Context: an optimization exercise on an open-source flow, tuned for small area. The choices shown serve that exercise and are no tape-out recipe.
The RTL was checked by simulation tests, not by an equivalence proof against the original design.
Power figures rest on the tool's default switching activity, not on a simulated workload.

--- design.v ---
module ata_identify_parser (
    input  wire [15:0] w80,         
    input  wire [15:0] w88,         
    input  wire        w53_2,       
    input  wire        ata8,        
    output reg  [3:0]  max_ata,     
    output reg  [2:0]  udma_sup,    
    output reg  [2:0]  udma_sel     
);
    always @(*) begin
        max_ata = 4'd0;
        if (w80 != 16'h0000 && w80 != 16'hFFFF) begin
            if      (w80[8]) max_ata = 4'd8;
            else if (w80[7]) max_ata = 4'd7;
            else if (w80[6]) max_ata = 4'd6;
            else if (w80[5]) max_ata = 4'd5;
            else if (w80[4]) max_ata = 4'd4;
            else if (w80[3]) max_ata = 4'd3;
            else if (w80[2]) max_ata = 4'd2;
        end
    end
    wire [6:0] sup = {w88[6] & ata8, w88[5:0]};
    wire [6:0] sel = {w88[14] & ata8, w88[13:8]};
    always @(*) begin
        udma_sup = 3'd7;
        udma_sel = 3'd7;
        if (w53_2 && w88 != 16'd0) begin
            if      (sup[6]) udma_sup = 3'd6;
            else if (sup[5]) udma_sup = 3'd5;
            else if (sup[4]) udma_sup = 3'd4;
            else if (sup[3]) udma_sup = 3'd3;
            else if (sup[2]) udma_sup = 3'd2;
            else if (sup[1]) udma_sup = 3'd1;
            else if (sup[0]) udma_sup = 3'd0;
            if      (sel[6]) udma_sel = 3'd6;
            else if (sel[5]) udma_sel = 3'd5;
            else if (sel[4]) udma_sel = 3'd4;
            else if (sel[3]) udma_sel = 3'd3;
            else if (sel[2]) udma_sel = 3'd2;
            else if (sel[1]) udma_sel = 3'd1;
            else if (sel[0]) udma_sel = 3'd0;
        end
    end
endmodule
module ata_pio_ctrl (
    input  wire        clk,
    input  wire        rst,
    input  wire        op_valid,
    output wire        op_ready,
    input  wire [7:0]  op_sel,
    input  wire [31:0] op_buf,
    input  wire [31:0] op_start,
    input  wire [31:0] op_count,
    input  wire [7:0]  op_arg,
    output reg         res_valid,
    output wire [2:0]  res_code,
    output wire [7:0]  res_value,
    output reg         ev_valid,
    input  wire        ev_ready,
    output reg  [3:0]  ev_kind,
    output wire [31:0] ev_addr,
    output wire [15:0] ev_wdata,
    input  wire [15:0] ev_rdata,
    output reg  [3:0]  tag,
    output reg         identified,
    output reg         int_enabled,
    output reg         selected_drive,
    output reg  [31:0] cursor_ptr,
    output wire [31:0] remaining,
    output reg  [31:0] lower_max,
    output reg  [31:0] upper_max,
    output reg  [31:0] sector_size,
    output wire        has_multiple,
    output reg         has_dma,
    output reg         has_lba48,
    output reg         has_flush_ext,
    output reg  [7:0]  max_multiple,
    output reg  [7:0]  cur_multiple,
    output wire [7:0]  max_ata,
    output wire [7:0]  udma_sup,
    output wire [7:0]  udma_sel
);
    localparam [3:0] K_R8 = 4'd0, K_R16 = 4'd1, K_W8 = 4'd2, K_W16 = 4'd3,
                     K_DLY = 4'd4, K_MR = 4'd5, K_MW = 4'd6, K_MASK = 4'd7,
                     K_UNMASK = 4'd8, K_EOI = 4'd9;
    localparam [2:0] R_OK = 3'd0, R_TIMEOUT = 3'd1, R_DEVERR = 3'd2,
                     R_PROTO = 3'd3, R_CAPABS = 3'd4, R_INVARG = 3'd5,
                     R_BUSY = 3'd6;
    localparam [3:0] T_NONE = 4'd0, T_READ = 4'd1, T_WRITE = 4'd2,
                     T_READ_MULT = 4'd3, T_WRITE_MULT = 4'd4,
                     T_SOFT_RESET = 4'd5, T_FLUSH = 4'd6, T_IDENTIFY = 4'd7,
                     T_SET_MULT = 4'd8;
    localparam [3:0] O_OTHER = 4'd0, O_IF = 4'd1, O_FL = 4'd2, O_SM = 4'd3,
                     O_RD = 4'd4, O_WR = 4'd5, O_XF = 4'd6, O_IR = 4'd7,
                     O_GE = 4'd8, O_BSY = 4'd9, O_DRQ = 4'd10, O_FAIL = 4'd11,
                     O_WBSY = 4'd12, O_WDRQ = 4'd13, O_WDRDY = 4'd14;
    localparam [5:0]
        S_IDLE = 6'd0,
        S_SR_A = 6'd1,  S_SR_B = 6'd2,  S_SR_C = 6'd3,  S_SR_D = 6'd4,
        S_SR_E = 6'd5,  S_SR_F = 6'd6,  S_SR_G = 6'd7,  S_SR_H = 6'd8,
        S_SD_A = 6'd9,  S_SD_B = 6'd10, S_SD_C = 6'd11, S_SD_D = 6'd12,
        S_SD_E = 6'd13,
        S_IF_A = 6'd14, S_IF_B = 6'd15,
        S_IM_A = 6'd16, S_IM_B = 6'd17,
        S_CR_A = 6'd18, S_CR_B = 6'd19, S_CR_C = 6'd20,
        S_FL_D = 6'd21, S_SM_D = 6'd22, S_SM_E = 6'd23, S_TF = 6'd24,
        S_PW_X = 6'd25, S_PW_F = 6'd26, S_W4P = 6'd27, S_FN_A = 6'd28,
        S_XF_A = 6'd29, S_XF_1 = 6'd30, S_XF_2 = 6'd31,
        S_ID_A = 6'd32, S_ID_W = 6'd33,
        S_SI_A = 6'd34, S_SI_B = 6'd35,
        S_GE_A = 6'd36, S_ONE_A = 6'd37, S_WB_OP = 6'd38, S_W4_OP = 6'd39,
        S_IR_A = 6'd40, S_CC_A = 6'd41, S_CC_B = 6'd42, S_EOI = 6'd43,
        S_IN_A = 6'd44, S_IN_B = 6'd45, S_DR_A = 6'd46, S_DR_B = 6'd47,
        S_HB = 6'd48, S_BND = 6'd49, S_BND2 = 6'd50;
    reg [5:0]  st;
    reg [3:0]  opc;
    reg        init;          
    reg [2:0]  r;             
    reg [31:0] cnt;           
    reg        ovf;           
    reg [7:0]  arg;           
    reg [31:0] start_q;       
    wire [15:0] rdq = start_q[15:0];
    reg        saved_int;
    reg [15:0] rem;
    wire       ok = identified;
    wire [7:0] s_mm  = cnt[15:8];
    wire [7:0] s_cm  = cnt[23:16];
    wire [3:0] s_ata = cnt[27:24];
    wire       s_dma = cnt[28];
    wire       s_u53 = cnt[29];
    wire       s_ext = cnt[30];
    reg [3:0]  ata;
    assign max_ata = {4'd0, ata};
    assign op_ready  = (st == S_IDLE);
    assign res_code  = r;
    assign remaining = {16'd0, rem};
    assign has_multiple = (max_multiple != 8'd0);
    reg [2:0] usup, usel;
    assign udma_sup = {{5{&usup}}, usup};
    assign udma_sel = {{5{&usel}}, usel};
    assign res_value = (opc == O_GE)   ? rdq[7:0] :
                       (opc == O_BSY)  ? {7'd0, rdq[7]} :
                       (opc == O_DRQ)  ? {7'd0, rdq[3]} :
                       (opc == O_FAIL) ? {7'd0, rdq[0] | rdq[5]} : 8'd0;
    wire [7:0] s = ev_rdata[7:0];
    wire s_bsy  = s[7];
    wire s_drdy = s[6];
    wire s_drq  = s[3];
    wire s_err  = s[0];
    wire s_failed = s[0] | s[5];
    wire fire = ev_valid & ev_ready;
    wire [3:0] p_ata;
    wire [2:0] p_usup, p_usel;
    ata_identify_parser u_parser (
        .w80(ev_rdata), .w88(ev_rdata), .w53_2(s_u53), .ata8(ata[3]),
        .max_ata(p_ata), .udma_sup(p_usup), .udma_sel(p_usel)
    );
    wire        hb      = (st == S_HB);
    wire        hb_bit  = rem[15];    
    wire        bnd     = (st == S_BND);
    wire [32:0] add_a   = hb ? {cnt, 1'b0} : bnd ? {1'b0, start_q} : {1'b0, cnt};
    wire [32:0] add_b   = (hb && hb_bit) ? {1'b0, sector_size} :
                          bnd ? {17'd0, rem} : 33'd0;
    wire [32:0] sum     = add_a + add_b + {32'd0, ~hb & ~bnd};
    wire        bnd2    = (st == S_BND2);
    wire        acc_gt  = ({ovf, cnt} > {1'b0, bnd2 ? lower_max : {1'b0, ~cursor_ptr[31:1]}});
    wire        hb_bad  = acc_gt;
    wire        guard_ok  = identified && (tag == T_NONE);
    wire        count_bad = (op_count == 32'd0) ||
                            (op_count > (has_lba48 ? 32'd65535 : 32'd255));
    wire [32:0] end_sector = {ovf, cnt};
    wire        over32     = end_sector[32] && (end_sector[31:0] != 32'd0);
    wire        over28     = (end_sector[32:29] != 4'd0) ||
                             (end_sector[28] && end_sector[27:0] != 28'd0);
    wire        over_low   = acc_gt;
    wire        bounds_bad = ((upper_max != 32'd0) ? over32 : over_low) ||
                             (!has_lba48 && over28);
    wire        rw_bad     = count_bad || (op_buf == 32'd0);
    wire        mult_mode = has_multiple && (cur_multiple != 8'd0);
    wire        is_write  = (opc == O_WR);
    wire [7:0]  rw_opcode = is_write ? (has_lba48 ? (mult_mode ? 8'h39 : 8'h34)
                                                  : (mult_mode ? 8'hC5 : 8'h30))
                                     : (has_lba48 ? (mult_mode ? 8'h29 : 8'h24)
                                                  : (mult_mode ? 8'hC4 : 8'h20));
    wire [3:0]  rw_tag    = is_write ? (mult_mode ? T_WRITE_MULT : T_WRITE)
                                     : (mult_mode ? T_READ_MULT  : T_READ);
    wire xf_is_mult = (tag == T_READ_MULT) || (tag == T_WRITE_MULT);
    wire xf_is_read = (tag == T_READ) || (tag == T_READ_MULT);
    wire xf_is_data = (tag == T_READ) || (tag == T_WRITE) || xf_is_mult;
    wire [7:0] mult_req = (max_multiple > 8'd8) ? 8'd8 : max_multiple;
    reg        wb_st;         
    reg        wb_bit;
    reg        wb_tgt;
    reg        wb_last;       
    always @(*) begin
        wb_st   = 1'b1;
        wb_bit  = s_bsy;
        wb_tgt  = 1'b0;
        wb_last = (cnt[19:0] == 20'd5998);                   
        case (st)
            S_SR_F: wb_last = (cnt[19:0] == 20'd559998);     
            S_SD_D: wb_last = (cnt[19:0] == 20'd8);          
            S_CR_A: ;
            S_CR_B: wb_bit = s_drq;
            S_CR_C: begin wb_bit = s_drdy; wb_tgt = 1'b1; end
            S_PW_X, S_PW_F: wb_last = (cnt[19:0] == 20'd199998);   
            S_WB_OP: begin
                wb_tgt = arg[0];
                wb_bit = (opc == O_WDRQ) ? s_drq : (opc == O_WDRDY) ? s_drdy : s_bsy;
            end
            default: wb_st = 1'b0;
        endcase
    end
    wire wb_hit = (wb_bit == wb_tgt);
    reg  [15:0] port;
    reg         mem;
    reg  [7:0]  wd;
    always @(*) begin
        ev_valid = 1'b1;
        ev_kind  = K_R8;
        port     = 16'h03F6;
        mem      = 1'b0;
        wd       = 8'h00;
        case (st)
            S_SR_B: begin ev_kind = K_W8; wd = 8'h06; end
            S_SR_C: ev_kind = K_DLY;
            S_SR_D: begin ev_kind = K_W8; wd = 8'h02; end
            S_SR_H: begin ev_kind = K_W8; wd = saved_int ? 8'h00 : 8'h02; end
            S_SD_B: begin ev_kind = K_W8; port = 16'h01F6; wd = {3'b111, arg[0], 4'h0}; end
            S_IF_B: begin ev_kind = K_W8; port = 16'h01F7; wd = 8'hEC; end
            S_FL_D: begin ev_kind = K_W8; port = 16'h01F7; wd = 8'hE7; end
            S_SM_D: begin ev_kind = K_W8; port = 16'h01F2; wd = arg; end
            S_SM_E: begin ev_kind = K_W8; port = 16'h01F7; wd = 8'hC6; end
            S_TF: begin
                ev_kind = K_W8;
                case (cnt[3:0])
                    4'd0: begin port = 16'h01F6;
                          wd = {3'b111, selected_drive, has_lba48 ? 4'h0 : start_q[27:24]}; end
                    4'd1: begin port = 16'h01F2; wd = rem[15:8];       end
                    4'd2: begin port = 16'h01F3; wd = start_q[31:24];  end
                    4'd3: begin port = 16'h01F4; wd = 8'h00;           end
                    4'd4: begin port = 16'h01F5; wd = 8'h00;           end
                    4'd5: begin port = 16'h01F2; wd = rem[7:0];        end
                    4'd6: begin port = 16'h01F3; wd = start_q[7:0];    end
                    4'd7: begin port = 16'h01F4; wd = start_q[15:8];   end
                    4'd8: begin port = 16'h01F5; wd = start_q[23:16];  end
                    default: begin port = 16'h01F7; wd = rw_opcode;    end
                endcase
            end
            S_XF_1: begin
                if (xf_is_read) begin ev_kind = K_R16; port = 16'h01F0; end
                else begin ev_kind = K_MR; mem = 1'b1; end
            end
            S_XF_2: begin
                wd = rdq[7:0];
                if (xf_is_read) begin ev_kind = K_MW; mem = 1'b1; end
                else begin ev_kind = K_W16; port = 16'h01F0; end
            end
            S_ID_W, S_DR_B: begin ev_kind = K_R16; port = 16'h01F0; end
            S_SI_A: begin ev_kind = K_W8; wd = arg[0] ? 8'h00 : 8'h02; end
            S_SI_B: begin ev_kind = arg[0] ? K_UNMASK : K_MASK; port = 16'd14; end
            S_GE_A: port = 16'h01F1;
            S_IR_A, S_IN_B: port = 16'h01F7;
            S_IN_A: port = 16'h01F6;
            S_EOI:  begin ev_kind = K_EOI; port = 16'd14; end
            S_IDLE, S_HB, S_BND, S_BND2: ev_valid = 1'b0;
            default: if (wb_st && cnt[0]) ev_kind = K_DLY;
        endcase
    end
    assign ev_addr  = mem ? cursor_ptr : {16'd0, port};
    assign ev_wdata = {rdq[15:8], wd};
    task go;
        input [5:0] nxt;
        begin
            st  <= nxt;
            cnt <= 32'd0;
        end
    endtask
    task finish;
        input [2:0] code;
        begin
            r         <= code;
            res_valid <= 1'b1;
            st        <= S_IDLE;
        end
    endtask
    task clear_cursor;
        begin
            cursor_ptr <= 32'd0;
            rem        <= 16'd0;
        end
    endtask
    task sub_err;
        input [2:0] code;
        begin
            if (opc == O_IR) begin
                r <= code;
                go(S_EOI);
            end else
                finish(code);
        end
    endtask
    task negotiate;
        begin
            if (!has_multiple) begin
                cur_multiple <= 8'd0;
                go(S_IN_A);
            end else begin
                arg <= mult_req;
                opc <= O_SM;
                go(S_CR_A);
            end
        end
    endtask
    always @(posedge clk) begin
        if (rst) begin
            st             <= S_IDLE;
            res_valid      <= 1'b0;
            cnt            <= 32'd0;
            tag            <= T_NONE;
            identified     <= 1'b0;
            int_enabled    <= 1'b0;
            selected_drive <= 1'b0;
            cursor_ptr     <= 32'd0;
            rem            <= 16'd0;
            lower_max      <= 32'd0;
            upper_max      <= 32'd0;
            sector_size    <= 32'd0;
            has_dma        <= 1'b0;
            has_lba48      <= 1'b0;
            has_flush_ext  <= 1'b0;
            max_multiple   <= 8'd0;
            cur_multiple   <= 8'd0;
            ata            <= 4'd0;
            usup           <= 3'd0;
            usel           <= 3'd0;
        end else begin
            res_valid <= 1'b0;
            if (fire && (st == S_XF_1 || st == S_GE_A || st == S_ONE_A))
                start_q[15:0] <= ev_rdata;
            if (wb_st) begin
                if (fire) begin
                    if (cnt[0]) cnt <= sum[31:0];
                    else if (wb_hit) begin
                        case (st)
                            S_SR_F:  go(S_SR_G);
                            S_SD_D:  go(S_SD_E);
                            S_CR_A:  go(S_CR_B);
                            S_CR_B:  go(S_CR_C);
                            S_CR_C:  go((opc == O_FL) ? S_FL_D : (opc == O_SM) ? S_SM_D : S_TF);
                            S_PW_X:  go((opc == O_IF) ? S_ID_A : S_XF_A);
                            S_PW_F:  go(S_FN_A);
                            default: finish(R_OK);
                        endcase
                    end else if (wb_last) begin
                        if (st == S_SR_F) begin
                            tag <= T_NONE;
                            clear_cursor;
                        end
                        if (st == S_CR_A || st == S_CR_B || st == S_CR_C)
                            clear_cursor;
                        finish(R_TIMEOUT);
                    end else
                        cnt <= sum[31:0];
                end
            end else
            case (st)
            S_IDLE: begin
                if (op_valid) begin
                    start_q <= op_start;
                    arg     <= (op_sel == 8'h01) ? 8'd0 : op_arg;
                    init    <= (op_sel == 8'h01);
                    cnt     <= 32'd0;
                    opc     <= O_OTHER;
                    case (op_sel)
                        8'h01: begin                     
                            int_enabled <= 1'b0;
                            identified  <= 1'b0;
                            st <= S_SR_A;
                        end
                        8'h02, 8'h03: begin              
                            opc <= (op_sel == 8'h03) ? O_WR : O_RD;
                            if (!guard_ok) finish(R_PROTO);
                            else if (rw_bad) finish(R_INVARG);
                            else begin
                                cursor_ptr <= op_buf;
                                rem        <= op_count[15:0];
                                arg        <= 8'd0;
                                st         <= S_BND;
                            end
                        end
                        8'h04: begin                     
                            opc <= O_FL;
                            if (!guard_ok) finish(R_PROTO);
                            else st <= S_CR_A;
                        end
                        8'h05: begin                     
                            if (tag != T_NONE) finish(R_PROTO);
                            else begin
                                int_enabled <= op_arg[0];
                                st <= S_SI_A;
                            end
                        end
                        8'h06: begin opc <= O_GE; st <= S_GE_A; end
                        8'h07: begin                     
                            opc <= O_IF;
                            if (tag != T_NONE) finish(R_PROTO);
                            else st <= S_IF_A;
                        end
                        8'h08: begin                     
                            if (tag != T_NONE) finish(R_PROTO);
                            else st <= S_SD_A;
                        end
                        8'h09: st <= S_SR_A;
                        8'h0A: begin opc <= O_WBSY;  st <= S_WB_OP; end
                        8'h0B: begin opc <= O_WDRQ;  st <= S_WB_OP; end
                        8'h0C: begin opc <= O_WDRDY; st <= S_WB_OP; end
                        8'h0D: begin opc <= O_BSY;  st <= S_ONE_A; end
                        8'h0E: begin opc <= O_DRQ;  st <= S_ONE_A; end
                        8'h0F: begin opc <= O_FAIL; st <= S_ONE_A; end
                        8'h10: st <= S_W4_OP;
                        8'h11: begin                     
                            opc <= O_XF;
                            if (!xf_is_data || rem == 16'd0) finish(R_PROTO);
                            else st <= S_XF_A;
                        end
                        8'h12: begin                     
                            opc <= O_SM;
                            if (!guard_ok || int_enabled) finish(R_PROTO);
                            else if (op_arg == 8'd0 || !has_multiple || op_arg > max_multiple)
                                finish(R_INVARG);
                            else st <= S_CR_A;
                        end
                        8'h20: begin opc <= O_IR; st <= S_IR_A; end
                        default: finish(R_INVARG);
                    endcase
                end
            end
            S_BND: begin
                cnt <= sum[31:0];
                ovf <= sum[32];
                st  <= S_BND2;
            end
            S_BND2: begin
                if (bounds_bad) begin
                    clear_cursor;
                    finish(R_INVARG);
                end else begin
                    ovf <= 1'b0;
                    go(S_HB);
                end
            end
            S_HB: begin
                if (hb_bad) begin
                    clear_cursor;
                    finish(R_INVARG);
                end else if (arg[4])
                    go(S_CR_A);
                else begin
                    cnt <= sum[31:0];
                    ovf <= sum[32];
                    rem <= {rem[14:0], rem[15]};
                    arg <= arg + 8'd1;
                end
            end
            S_SR_A: if (fire) begin
                if (s_bsy) finish(R_PROTO);
                else begin
                    saved_int   <= int_enabled;
                    int_enabled <= 1'b0;
                    tag         <= T_SOFT_RESET;
                    go(S_SR_B);
                end
            end
            S_SR_B: if (fire) go(S_SR_C);
            S_SR_C: if (fire) begin
                if (cnt[2:0] == 3'd4) go(S_SR_D);
                else cnt <= sum[31:0];
            end
            S_SR_D: if (fire) go(S_SR_E);
            S_SR_G: if (fire) begin
                if (s_failed) begin
                    tag <= T_NONE;
                    clear_cursor;
                    finish(R_DEVERR);
                end else begin
                    int_enabled <= saved_int;
                    go(S_SR_H);
                end
            end
            S_SR_H: if (fire) begin
                selected_drive <= 1'b0;
                tag <= T_NONE;
                clear_cursor;
                if (init) go(S_SD_A);
                else finish(R_OK);
            end
            S_SD_A: if (fire) begin
                if (s_bsy || s_drq) finish(R_PROTO);
                else go(S_SD_B);
            end
            S_SD_B: if (fire) go(S_SD_C);
            S_SD_E: if (fire) begin
                if (s_failed) finish(R_DEVERR);
                else begin
                    selected_drive <= arg[0];
                    if (init) begin
                        opc <= O_IF;
                        go(S_IF_A);
                    end else
                        finish(R_OK);
                end
            end
            S_IF_A: if (fire) begin
                if (s_bsy || s_drq || !s_drdy) finish(R_PROTO);
                else go(S_IF_B);
            end
            S_IF_B: if (fire) begin
                tag <= T_IDENTIFY;
                go(S_IM_A);
            end
            S_FL_D: if (fire) begin
                tag <= T_FLUSH;
                go(S_IM_A);
            end
            S_SM_D: if (fire) go(S_SM_E);
            S_SM_E: if (fire) begin
                tag <= T_SET_MULT;
                go(S_IM_A);
            end
            S_TF: if (fire) begin
                if (cnt[3:0] == 4'd9) begin
                    tag <= rw_tag;
                    go(S_IM_A);
                end else if (cnt[3:0] == 4'd0 && !has_lba48)
                    cnt <= 32'd5;
                else
                    cnt <= sum[31:0];
            end
            S_IM_B: if (fire) begin
                if (!s_bsy && s_err) begin
                    tag <= T_NONE;
                    clear_cursor;
                    finish(R_DEVERR);
                end else if (opc == O_SM) go(S_PW_F);
                else if (int_enabled) finish(R_OK);
                else if (opc == O_FL) go(S_PW_F);
                else go(S_PW_X);
            end
            S_FN_A: if (fire) begin : fn
                reg [2:0] code;
                if (!s_bsy && !s_drq) begin
                    tag <= T_NONE;
                    clear_cursor;
                    code = s_failed ? R_DEVERR : R_OK;
                end else
                    code = R_PROTO;
                if (opc == O_IF && !ok) code = R_CAPABS;
                if (opc == O_SM && code == R_OK) cur_multiple <= arg;
                if (init && code == R_OK) begin
                    if (opc == O_IF) negotiate;
                    else go(S_IN_A);
                end else
                    finish(code);
            end
            S_XF_A: if (fire) begin
                if (s_bsy) sub_err(R_BUSY);
                else if (!s_drq) begin
                    tag <= T_NONE;
                    clear_cursor;
                    sub_err(s_failed ? R_DEVERR : R_PROTO);
                end else begin
                    arg <= 8'd0;
                    go(S_XF_1);
                end
            end
            S_XF_1: if (fire) begin
                cnt <= sum[31:0];
                st  <= S_XF_2;
            end
            S_XF_2: if (fire) begin
                cursor_ptr <= cursor_ptr + 32'd2;
                st <= S_XF_1;
                if (cnt == sector_size) begin
                    cnt <= 32'd0;
                    rem <= rem - 16'd1;
                    arg <= arg + 8'd1;
                    if (!xf_is_mult || rem == 16'd1 || arg + 8'd1 == cur_multiple) begin
                        case (opc)
                            O_IR:    begin r <= R_OK; go(S_CC_A); end
                            O_XF:    finish(R_OK);
                            default: go(S_W4P);
                        endcase
                    end
                end
            end
            S_ID_A: if (fire) begin
                if (s_bsy) sub_err(R_BUSY);
                else if (!s_drq) begin
                    tag <= T_NONE;
                    clear_cursor;
                    sub_err(s_failed ? R_DEVERR : R_PROTO);
                end else
                    go(S_ID_W);
            end
            S_ID_W: if (fire) begin
                cnt <= sum[31:0];
                case (cnt[7:0])
                    8'd0:   identified <= !ev_rdata[15];
                    8'd47:  cnt[15:8]  <= ev_rdata[7:0];
                    8'd49:  begin identified <= ok & ev_rdata[9]; cnt[28] <= ev_rdata[8]; end
                    8'd53:  cnt[29] <= ev_rdata[2];
                    8'd59:  cnt[23:16] <= ev_rdata[8] ? ev_rdata[7:0] : 8'd0;
                    8'd60:  start_q[15:0] <= ev_rdata;
                    8'd61:  begin start_q[31:16] <= ev_rdata; cnt[30] <= (ev_rdata[15:12] != 4'd0); end
                    8'd80:  cnt[27:24] <= p_ata;
                    8'd83: begin
                        identified <= ok & ev_rdata[13];
                        if (ok & ev_rdata[13]) begin
                            max_multiple  <= s_mm;
                            has_dma       <= s_dma;
                            cur_multiple  <= s_cm;
                            ata           <= s_ata;
                            has_lba48     <= ev_rdata[10];
                            has_flush_ext <= ev_rdata[12];
                        end
                    end
                    8'd88:  if (ok) begin usup <= p_usup; usel <= p_usel; end
                    8'd100: if (s_ext) start_q[15:0]  <= ev_rdata;
                    8'd101: if (s_ext) start_q[31:16] <= ev_rdata;
                    8'd102: if (ok) begin
                                lower_max <= start_q;
                                upper_max[15:0] <= s_ext ? ev_rdata : 16'd0;
                            end
                    8'd103: if (ok) upper_max[31:16] <= s_ext ? ev_rdata : 16'd0;
                    8'd117: if (ok) sector_size[15:0] <= ata[3] ? ev_rdata : 16'h0100;
                    8'd118: if (ok) begin
                                sector_size[31:16] <= ata[3] ? ev_rdata : 16'd0;
                                if (ata[3] && ev_rdata == 16'd0 && sector_size[15:0] == 16'd0)
                                    sector_size[8] <= 1'b1;
                            end
                    default: ;
                endcase
                if (cnt[7:0] == 8'd255) begin
                    case (opc)
                        O_IR: begin
                            if (ok) begin r <= R_OK; go(S_CC_A); end
                            else begin r <= R_CAPABS; go(S_EOI); end
                        end
                        default: go(S_W4P);
                    endcase
                end
            end
            S_SR_E, S_SD_C, S_IM_A, S_W4P, S_CC_A, S_W4_OP: if (fire) begin
                if (cnt[4:0] == 5'd19) begin
                    case (st)
                        S_SR_E:  go(S_SR_F);
                        S_SD_C:  go(S_SD_D);
                        S_IM_A:  go(S_IM_B);
                        S_W4P:   go((rem != 16'd0) ? S_PW_X : S_PW_F);
                        S_CC_A:  go(S_CC_B);
                        default: finish(R_OK);
                    endcase
                end else
                    cnt <= sum[31:0];
            end
            S_SI_A: if (fire) go(S_SI_B);
            S_SI_B, S_GE_A, S_ONE_A: if (fire) finish(R_OK);
            S_IR_A: if (fire) begin
                if (s_err || s_failed) begin
                    r <= R_DEVERR;
                    go(S_EOI);
                end else begin
                    case (tag)
                        T_READ, T_WRITE, T_READ_MULT, T_WRITE_MULT: begin
                            if (rem != 16'd0) go(S_XF_A);
                            else begin r <= R_OK; go(S_CC_A); end
                        end
                        T_SOFT_RESET, T_FLUSH, T_SET_MULT: begin
                            r <= R_OK;
                            go(S_CC_A);
                        end
                        T_IDENTIFY: go(S_ID_A);
                        default: begin
                            r <= R_PROTO;
                            go(S_EOI);
                        end
                    endcase
                end
            end
            S_CC_B: if (fire) begin
                if (!s_bsy && !s_drq) begin
                    tag <= T_NONE;
                    clear_cursor;
                end
                go(S_EOI);
            end
            S_EOI: if (fire) begin
                res_valid <= 1'b1;
                st        <= S_IDLE;
            end
            S_IN_A: if (fire) begin
                if (s[4]) finish(R_PROTO);
                else go(S_IN_B);
            end
            S_IN_B: if (fire) go(S_DR_A);
            S_DR_A: if (fire) begin
                if (!s_drq) finish(R_OK);
                else st <= S_DR_B;
            end
            S_DR_B: if (fire) begin
                if (cnt[7:0] == 8'd255) finish(R_OK);
                else begin
                    cnt <= sum[31:0];
                    st  <= S_DR_A;
                end
            end
            default: st <= S_IDLE;
            endcase
        end
    end
endmodule
--- flow/run.sh ---
#!/bin/bash
# The standard layout (standard.sh), with these changes:
#  - pass-through outputs get no extra synthesis buffer (SYNTH_INSBUF=0);
#  - every port still gets a buffer, the smallest one (buf_1);
#  - clock tree synthesis uses clkbuf_4, clusters up to 8 sinks within
#    60 um per leaf buffer, and adds no dummy loads.
# Each tool's output stays in this folder (make_finish.log and ORFS's logs).
set -uo pipefail
F=$PWD/flow
bash standard.sh SYNTH_SCRIPT=$F/area_synth.tcl ADDER_MAP_FILE= SYNTH_INSBUF=0 \
  "BUFFER_PORTS_ARGS=-buffer_cell sky130_fd_sc_hd__buf_1" \
  "CTS_ARGS=-sink_clustering_enable -repair_clock_nets -dont_use_dummy_load -buf_list sky130_fd_sc_hd__clkbuf_4 -sink_clustering_size 8 -sink_clustering_max_diameter 60" \
  finish > make_finish.log 2>&1
status=$?
mkdir -p orfs_logs
cp orfs/logs/sky130hd/ata_pio_ctrl/base/*.log orfs_logs/ 2>/dev/null || true
exit $status
--- flow/area.abc ---
strash
&get -n
&fraig -x
&deepsyn -T 60
&put
strash
&get -n
&dch -f
&nf -R 1000
&put
--- flow/area_synth.tcl ---
# The standard flow's synthesis script with an area-oriented ABC mapping script.
proc synth {args} { yosys synth -nofsm -noshare {*}$args }
set ::area_abc_script [file join [file dirname [info script]] area.abc]
proc abc {args} {
  set i [lsearch -exact $args -script]
  if { $i >= 0 } { lset args [expr { $i + 1 }] $::area_abc_script }
  yosys abc {*}$args
}
source $::env(SCRIPTS_DIR)/synth.tcl
# left out here: clear keep_hierarchy, flatten, clean up, hide names made inside functions, write 1_2_yosys.v
--- standard.sh ---
#!/bin/bash
# synth_recipe.tcl (not shown) runs the flow's synth.tcl, then flattens the netlist and writes it again
# the make line also repeats each setting of config.mk as NAME=value (left out here)
make -C /OpenROAD-flow-scripts/flow DESIGN_CONFIG=/design/flow/config.mk WORK_HOME=/design/flow/orfs CLKGATE_MAP_FILE= SYNTH_SCRIPT=/design/flow/synth_recipe.tcl "${@:-finish}"
--- config.mk ---
export PLATFORM = sky130hd
export DESIGN_NAME = ata_pio_ctrl
export DESIGN_NICKNAME = ata_pio_ctrl
export VERILOG_FILES = /design/flow/design.v
export SDC_FILE = /design/flow/constraint.sdc
export NUM_CORES = 4
export LEC_CHECK = 0
export CAP_MARGIN = 20
export CORE_MARGIN = 2
export CORE_UTILIZATION = 60
export PLACE_DENSITY = 0.75
export SLEW_MARGIN = 20
--- constraint.sdc ---
create_clock -name core_clock -period 14.0 [get_ports {clk}]
set_input_delay 2.8000 -clock core_clock [delete_from_list [all_inputs] [get_ports {clk}]]
set_output_delay 2.8000 -clock core_clock [all_outputs]
set_load 0.01 [all_outputs]
==> notes.md <==
Clock network
The CTS H-tree depth is 2. Clock latency on the worst-skew pair, taken at its later pin, is about 0.74 ns. The clock drives around 270 sinks. The number of hold buffers added after CTS was 0. The post-CTS clock slew at the launch and capture registers of the worst setup and hold paths is roughly 0.11 ns. The tree is rooted in a clkbuf_4. Post-CTS timing repair inserted 0 buffers for setup. Counting along the longest clock path gives a buffer depth of 3. TritonCTS built the clock tree.

The count of instances resized after the clock tree is built is 0. The TritonCTS buffer count is about 40.

Synth
In this run, synthesis inferred 50 flip-flops with an integrated enable. Sorting the synthesized cells by area gives the leading types as dfxtp_1 (26%), edfxtp_1 (8.9%), a22o_1 (7.0%), nand2_1 (6.3%), nor2_1 (6.1%). The flip-flop and latch count after synthesis is approximately 270.

During synthesis, Yosys emitted a total of 2 warnings. The portion of the post-synthesis area used by sequential elements is a little over a third. The top cell type by area accounts for between 20% and 30% of the synthesized area. The distinct cell type count of the synthesized netlist is 60. Dividing the synthesized area by the synthesized cell count gives approximately 8 um2.

Synthesis produced a netlist whose cell count is roughly 2200. Among all flip-flop cells after synthesis, the most frequent one is dfxtp_1. The synthesized cell area is 16950 um2. The proportion of synthesized flip-flops having asynchronous set or reset is 0%. The synthesized design spends more area on one cell type than any other, namely dfxtp_1.

Worst hold path
The destination of the worst hold path is has_flush_ext. The class of the tightest hold or removal check is flop to flop. The startpoint identified for the worst hold timing path is has_flush_ext. The cell depth of the worst min-delay path is 1.

Power and ir drop
In this run, flip-flops and latches consume around two fifths of the power. The internal cell power is ~1.4 mW. The switching power summed over all nets is roughly 1.5 mW. Combinational logic burns 45.1% of the power.

VDD sags by at most just under 0.09 mV. The leakage dissipation is just under 7 nW. The power density normalized to cell area is 146.4 nW/um2. The fraction of power spent switching nets is between 50% and 60%. The clock share of power is 14.6%.

Timing
The transition time of the tightest slew-check pin is approximately 1.3 ns. The number of hold violations in the final report is 0. The fmax is about 0.077 GHz. The smallest clock period supported by the final layout is computed as between 10 and 15 ns. Between clock sinks in the finished design, the worst skew comes to approximately 0.1 ns. The setup TNS after final layout is 0 ns. The worst-case headroom to the max-slew limit is 12.34%. The worst path meets setup with about 1.1 ns of slack. The final number of setup-violating endpoints is 0. The max-slew violation count is 0. Of the available clock period, the critical path in the final layout requires around 92%. Setup repair after global routing left no endpoint under its margin.

Final layout
Counting the fill cells in the layout gives 2305. The signed area change from the synthesized netlist to the final layout is 16.35%. The library cells used most frequently in the layout, excluding fill and tap cells, are buf_1 (387), nand2_1 (286), nor2_1 (271), dfxtp_1 (219), o21ai_0 (143).

The non-filler instance count after layout is 3065. The count of nets after finishing is between 2000 and 3000. The share of final-layout standard cells stronger than drive strength 1 is under 10%. The most common library cell in the layout ignoring fill and taps is buf_1.

Floorplan
about 400 I/O pins were placed. The core region is around 28000 um2. The die area is 29620 um2. Measured along the y axis, the die boundary spans around 170 um. The width of the chip is roughly 170 um. The floorplan has 61 rows.

The starting density of the core is 61.02%.

GRT
The first global-routing pass estimated about 130000 um of wire. Entering global routing, the biggest net connects 59 pins. The number of global-route vias before repair is 21139. The global-route total usage across every layer is between 50% and 60%. After global routing the overflow that remains totals 0. The initial antenna violation count is 9.

Place
The half-perimeter wire length after placement is 64920 um. The pre-CTS setup slack is 1.478 ns. Including well taps, the total number of placed cells is about 3000. The routability congestion estimate from global placement is around 1.3. The number of input and output port buffers inserted is ~390.

Critical path
For the worst setup path, the data arrival time is ~13 ns. The peak per-stage delay on the critical path is roughly 0.90 ns. The slowest stage cell on the critical path is dfxtp_1. The most used cell along the critical path is maj3_1.

The startpoint identified for the worst register-to-register timing path is st[4]. The type of the setup path with the least slack is flop to flop. The kind of start point of the critical path is a flop.

The endpoint required time on the critical path is ~15 ns. The maximum fanout along the worst path is 25. The capture instance of the worst register-to-register path is ovf. The setup slack of the most critical reg-to-reg path is about 1.1 ns.

Measured in cells, the most critical reg-to-reg path has a length of 46. The worst setup path is captured at a flop.

Drt
The number of detailed-route iterations in the first pass is 11. Dividing the detail-routed wire length by the instance count gives roughly 30 um. Using the TritonRoute via totals, the vias-per-cell ratio works out to 7.628.

The routed layout has ~23000 vias. The DRC marker count from the first detailed-route iteration is about 5000. The post-detailed-route DRC marker count is 0.

The final antenna-violating net count is 0. The final layout contains routed wiring with a total length of ~90000 um.

Job
The number of maximum-capacitance constraint violations is 0.

Outcome
The flow ran to the end and the layout has no timing, DRC or antenna violations.
[state kept, by name, summed over array words and instances (netlist names), 6 cells and up]
| signal | flops |
|---|---|
| sector_size | 32 |
| upper_max | 32 |
| start_q | 32 |
| rem | 16 |
| cursor_ptr | 32 |
| lower_max | 32 |
| st | 6 |
| cnt | 32 |
| cur_multiple | 8 |
| max_multiple | 8 |
| arg | 8 |
[stage by stage]
step | hold slack, ns | power (mW) | utilization (%) | instance area, um2
6_report | 0.4863 | 2.888 | 71.00 | 19720
5_1_grt | 0.5069 | 2.936 | 70.97 | 19720
4_1_cts | 0.4830 | 2.728 | 70.88 | 19690
3_5_place_dp | 0.4541 | 2.332 | 69.78 | 19380
3_3_place_gp | 0.4603 | 2.311 | 69.77 | 19380
2_1_floorplan | 0.4694 | 1.755 | - | 17020
[layout make-up]
cell class                 count  area, um2  share of cell area [%]
antenna                        5      12.51                 0.06344
clock buffer                  41      307.8                   1.561
inverter                      61      229.0                   1.161
multi-input combinational   1870      10960                   55.58
sequential                   269       5886                   29.84
tap                          378      473.0                   2.398
timing repair buffer         441       1853                   9.395
[synthesized netlist by cell type (15+ instances only)]
| master | number |
|---|---|
| nand3_1 | 81 |
| a22oi_1 | 87 |
| a211oi_1 | 15 |
| edfxtp_1 | 50 |
| a221o_1 | 20 |
| and2_0 | 45 |
| xor2_1 | 32 |
| xnor2_1 | 48 |
| nor4_1 | 70 |
| nand4_1 | 32 |
| o22ai_1 | 43 |
| o21ai_0 | 146 |
| clkinv_1 | 61 |
| a31oi_1 | 39 |
| a21oi_1 | 126 |
| a22o_1 | 136 |
| and3_1 | 23 |
| maj3_1 | 17 |
| nand2_1 | 286 |
| nor3_1 | 73 |
| dfxtp_1 | 219 |
| nor2b_1 | 31 |
| a221oi_1 | 20 |
| nor2_1 | 276 |
| nand2b_1 | 21 |
[critical path: cells and delay by family (launching register included)]
| kind | cells | cell delay (ns) |
|---|---|---|
| buffers and inverters | 1 | 0.29 |
| DFF | 1 | 0.90 |
| adders and majority gates | 15 | 5.85 |
| and+or+nand+nor | 14 | 2.52 |
| AOI/OAI and AO/OA | 16 | 3.16 |
[logic make-up (layout without fill, tap and decap cells)]
kind of cell	count (synthesis)	in the layout	share of synthesized area (%)
simple gates	994	994	27.60
compound gates	757	757	30.98
flops	269	269	34.72
xor+xnor	81	81	4.266
buf+inv	61	543	1.351
fa+ha+maj	17	17	1.004
other cells	1	25	0.02212
mux	1	1	0.05905
[per-layer routing]
metal | global-route usage, % | part of all wire (%)
met5 | 1.739 | 0.15
met4 | 49.43 | 12
met2 | 79.38 | 38
met3 | 28.50 | 19
met1 | 68.26 | 31
[how the worst max path moves through the flow]
stage / start / end / slack, ns / cells after the start
2_1_floorplan: st[4] / ovf / 2.39 / 45
3_3_place_gp: st[4] / ovf / 1.77 / 46
3_5_place_dp: st[4] / ovf / 1.48 / 46
4_1_cts: st[4] / ovf / 1.43 / 46
5_1_grt: st[3] / ovf / 0.44 / 47
6_report: st[4] / ovf / 1.09 / 46
[power by group through the flow]
stage          logic [mW]  clock network, mW  registers, mW
2_1_floorplan       0.675                  0           1.08
3_3_place_gp         1.17                  0           1.14
3_5_place_dp         1.19                  0           1.15
4_1_cts              1.19              0.407           1.13
5_1_grt              1.35              0.436           1.15
6_report             1.30              0.422           1.16

port drivers added, routing unchanged:
Ports are ideal in the flow. The routed layout listed here was re-timed in OpenROAD.
Step 1 assumes that a clkbuf_16 drives the clock port and a buf_2 every other input.
Step 2 also shifts input and output timing later by t, the mid clock arrival at the registers, as if the neighbouring blocks saw the same clock.
Slacks: ideal / step 1 / step 2; pairs: ideal / step 1.
t, ns: 0.745
setup slack, ns: 1.091 / 1.091 / 1.091
latest minus earliest clock arrival (ns): 0.102 / 0.102
After both steps this run still meets setup and hold. For this run, drivers alone change the setup slack by 0.000 ns; drivers and shift together by 0.000 ns.
